What follows belongs to an exercise in optimizing a design on an open flow for small area, a short achievable clock period and few clock cycles; a production flow would make more cautious choices.
Function was checked by simulation only, so behaviour that the tests miss may differ from the original.
Power and IR drop assume default switching activity.

## 12-17
==> flow/design.v (excerpt) <==
module idealvm_alu (
    input  wire        clk,
    input  wire        rst,         
    input  wire        start,
    input  wire [3:0]  op,          
    input  wire [63:0] a,           
    input  wire [63:0] b,           
    input  wire [15:0] imm,         
    input  wire [3:0]  flags_in,    
    output wire        ready,
    output wire        done,
    output reg  [63:0] result,      
    output reg  [63:0] rem,         
    output reg         rem_we,
    output reg  [3:0]  flags_out,
    output reg         fault
);
    localparam OP_AND  = 4'd0;
    localparam OP_OR   = 4'd1;
    localparam OP_XOR  = 4'd2;
    localparam OP_SHL  = 4'd3;
    localparam OP_SHR  = 4'd4;
    localparam OP_ADD  = 4'd5;
    localparam OP_SUB  = 4'd6;
    localparam OP_MUL  = 4'd7;
    localparam OP_SMUL = 4'd8;
    localparam OP_DIV  = 4'd9;
    localparam OP_SDIV = 4'd10;
    localparam OP_SSHR = 4'd11;
    reg  [63:0] a0;
    reg  [63:0] b0;
    reg  [1:0]  cv0;
    reg         v0;
    reg         sEX;    
    reg         sMS;    
    reg         sMF;    
    reg         sAL;    
    reg         sDS;    
    reg         sFX;    
    reg         rdy;
    reg         dn;
    reg  [4:0]  cnt;
    reg         mneg;         
    reg         negq, negr;
    reg         k_and, k_or, k_xor, k_shl, k_shr, k_sra, k_add, k_sub;
    reg         k_mul, k_div, k_sdiv;
    reg         r_sub, r_gate, r_shl;
    reg  [7:0]  al_sr;        
    assign ready = rdy;
    assign done  = dn;
    wire accept = start && rdy;
    wire ex      = sEX && v0;
    wire o_mul   = k_mul;
    wire o_div   = k_div;
    wire o_sdiv  = k_sdiv;
    wire o_add   = k_add;
    wire o_sub   = k_sub;
    wire ex_mul  = ex && o_mul;
    wire ex_div  = ex && o_div;
    wire in_muldiv = (op == OP_MUL) || (op == OP_SMUL) || (op == OP_DIV) || (op == OP_SDIV);
    wire [63:0] o2  = b0;
    wire gate_a  = r_gate;
    wire do_sub  = r_sub;
  ...
Size: about 8800 cells after synthesis, about 300 flip-flops, roughly 290 I/O pins, roughly 0.065 sq mm of cells after synthesis.
export LEC_CHECK = 0
export CAP_MARGIN = 20
export CORE_MARGIN = 2
export CORE_UTILIZATION = 40
export PLACE_DENSITY = 0.6
export SETUP_SLACK_MARGIN = 5
export SLEW_MARGIN = 20
create_clock -name core_clock -period 10.5 [get_ports {clk}]
run.sh (not shown) runs the stock make flow with config.mk's settings and CLKGATE_MAP_FILE= SYNTH_SCRIPT=/design/flow/synth_recipe.tcl, a recipe that flattens the netlist after the stock synthesis.
Testbench counts of 12-17, summed over its fixed seeds: cycles 35,223.
The following lists how 06-18 was set up differently from 12-17:
diff --git a/flow/design.v b/flow/design.v
--- a/flow/design.v
+++ b/flow/design.v
@@ -91,25 +91,26 @@
     wire fa16 = (&a0[63:15]) | ~(|a0[63:15]);
     wire fa32 = (&a0[63:31]) | ~(|a0[63:31]);
     wire fb8  = (&b0[63:7])  | ~(|b0[63:7]);
     wire fb16 = (&b0[63:15]) | ~(|b0[63:15]);
     wire fb32 = (&b0[63:31]) | ~(|b0[63:31]);
     wire mswap = (fa8 & ~fb8) | (fa16 & ~fb16) | (fa32 & ~fb32);
     wire s1_as = sMF || sFX || (sEX && (o_add || o_sub || (o_sdiv && o2[63])));
     wire k_shift = k_shl | k_shr | k_sra | sAL;
     wire [63:0] s1o = ({64{k_and}} & (a0 & o2)) |
                       ({64{k_or}}  & (a0 | o2)) |
                       ({64{k_xor}} & (a0 ^ o2)) |
                       ({64{k_shift}} & sh_out) |
-                      ({64{k_div && !sAL}} & o2);
+                      ({64{k_mul && mswap}} & a0) |
+                      ({64{(k_mul && !mswap) || (k_div && !sAL)}} & o2);
     wire [63:0] s1   = s1_as ? as : s1o;
     wire        s1_z = s1_as ? as_z : (s1o == 64'd0);
     wire add_v = (a0[63] == o2[63]) && (as[63] != a0[63]);
     wire sub_v = (a0[63] != o2[63]) && (as[63] != a0[63]);
     wire new_c = cv0[0] | (o_add & add_c) | (o_sub & sub_c);
     wire new_v = cv0[1] | (o_add & add_v) | (o_sub & sub_v);
     function [127:0] csa(input [63:0] x, input [63:0] y, input [63:0] z);
         reg [63:0] s, c;
         begin
             s = x ^ y ^ z;
             c = (x & y) | (x & z) | (y & z);
             csa = {c[62:0], 1'b0, s};
@@ -173,25 +174,25 @@
     wire fault_now = ex_div && (b0 == 64'd0);
     wire fix_need  = negr || negq;
     wire ds_last   = (cnt == 5'd0);
     wire nEX = (sEX && !ex_mul && !(ex_div && !fault_now)) || sMF ||
                (sAL && al_early && !negr) || (sDS && ds_last && !fix_need) || sFX;
     wire nMS = ex_mul || (sMS && !mneg && !m_rest0);
     wire nMF = sMS && (mneg || m_rest0);
     wire nAL = ex_div && !fault_now;
     wire nDS = (sAL && !al_early) || (sDS && !ds_last);
     wire nFX = (sAL && al_early && negr) || (sDS && ds_last && fix_need);
     wire [6:0] lz_n = lz_a - {6'd0, n_neg && mask_a};
     wire [7:0] al_n = {1'b0, lz_b} - {7'd0, d_neg && mask_d} - {1'b0, lz_n};
-    wire fast_early = (lz_a > lz_b) && !n_neg;
+    wire fast_early = al_n[7] && !n_neg;
     wire rdy_n = (nEX && !(accept && in_muldiv)) || nMF || nFX || (nAL && fast_early) ||
                  (nDS && !fix_need && (sAL ? (al_s[5:1] == 5'd0) : (cnt == 5'd1)));
     wire dn_n = (ex && !o_mul && !(o_div && !fault_now)) || sMF ||
                 (sAL && al_early && !negr) || (sDS && ds_last && !fix_need) || sFX;
     always @(posedge clk) begin
         if (rst) begin
             sEX <= 1'b1;
             sMS <= 1'b0;
             sMF <= 1'b0;
             sAL <= 1'b0;
             sDS <= 1'b0;
             sFX <= 1'b0;
@@ -261,25 +262,25 @@
             result <= {{5{result[63]}}, result[63:5]};
             rem    <= {rem[58:0], 5'd0};
         end else if (sDS) begin
             result <= dQn;
             rem    <= dRn;
         end else if (sAL) begin
             result <= 64'd0;
             rem    <= b0;                    
         end else if (sFX) begin
             result <= s1;                    
             rem    <= dT1[63:0] ^ {64{negr}};   
         end else begin
-            result <= (sEX && k_mul) ? (mswap ? a0 : o2) : s1;    
+            result <= s1;
             rem    <= mswap ? o2 : a0;       
         end
         if (ex) begin
             if (o_mul) begin
                 mneg   <= 1'b0;
                 fault  <= 1'b0;
                 rem_we <= 1'b0;
             end else if (o_div) begin
                 negr   <= o_sdiv && a0[63];
                 negq   <= o_sdiv && (a0[63] ^ o2[63]);
                 fault  <= fault_now;
                 rem_we <= !fault_now;
Results
In the metrics for 12-17 and 06-18, the one carrying the lower register-to-register slack is 06-18. Comparing 12-17 and 06-18, the lower worst hold slack was measured on 12-17. ~same initial core utilization in 12-17 and 06-18. Per the comparison of 06-18 with 12-17, highest achievable clock rate fell 0.0015 GHz; worst-case setup margin in the final layout fell 0.050 ns; number of combinational gates with multiple inputs fell 147. | clock-buffer cell count | 06-18 vs 12-17 | 2 higher |. Going from 12-17 to 06-18, delay contributed by the slowest stage of the critical path saw a decrease, number of buffers inserted by post-CTS setup repair went up about 100%. Higher overall track demand over capacity in global routing was reported by 12-17, not 06-18. Fraction of the core area covered by cells at the end of the flow delta for 06-18 relative to 12-17: 1.2 points higher. Row area of the core: 06-18 lower / 12-17 higher. Compared with 12-17, 06-18 shows a lower power share of the combinational group. Via count shrinks by a few percent when moving from 12-17 to 06-18.
Testbench counts of 06-18, summed over its fixed seeds: cycles 35,223.

re-timing with driven ports:
Ports are ideal in the flow. The routed layouts listed here were re-timed in OpenROAD. Step 1 assumes that a clkbuf_16 drives the clock port and a buf_2 every other input. Step 2 moves the port delays by t, midway between the first and last clock arrival at a register: inputs arrive t later, outputs are due t later. That takes back most of the time a late clock gives input paths. a / b / c = no drivers / after step 1 / after step 2; a / b = the first two.
| run | t (ns) | slack for setup (ns) | worst data-port slew with drivers (ns) |
|---|---|---|---|
| 12-17 | 0.718 | 4.726 / 4.726 / 4.307 | 0.12 |
| 06-18 | 0.722 | 4.677 / 4.677 / 4.407 | 0.13 |
After both steps setup and hold are still met in every run listed. For 12-17, which loses most, drivers alone change the setup slack by 0.000 ns; drivers and shift together by -0.419 ns.
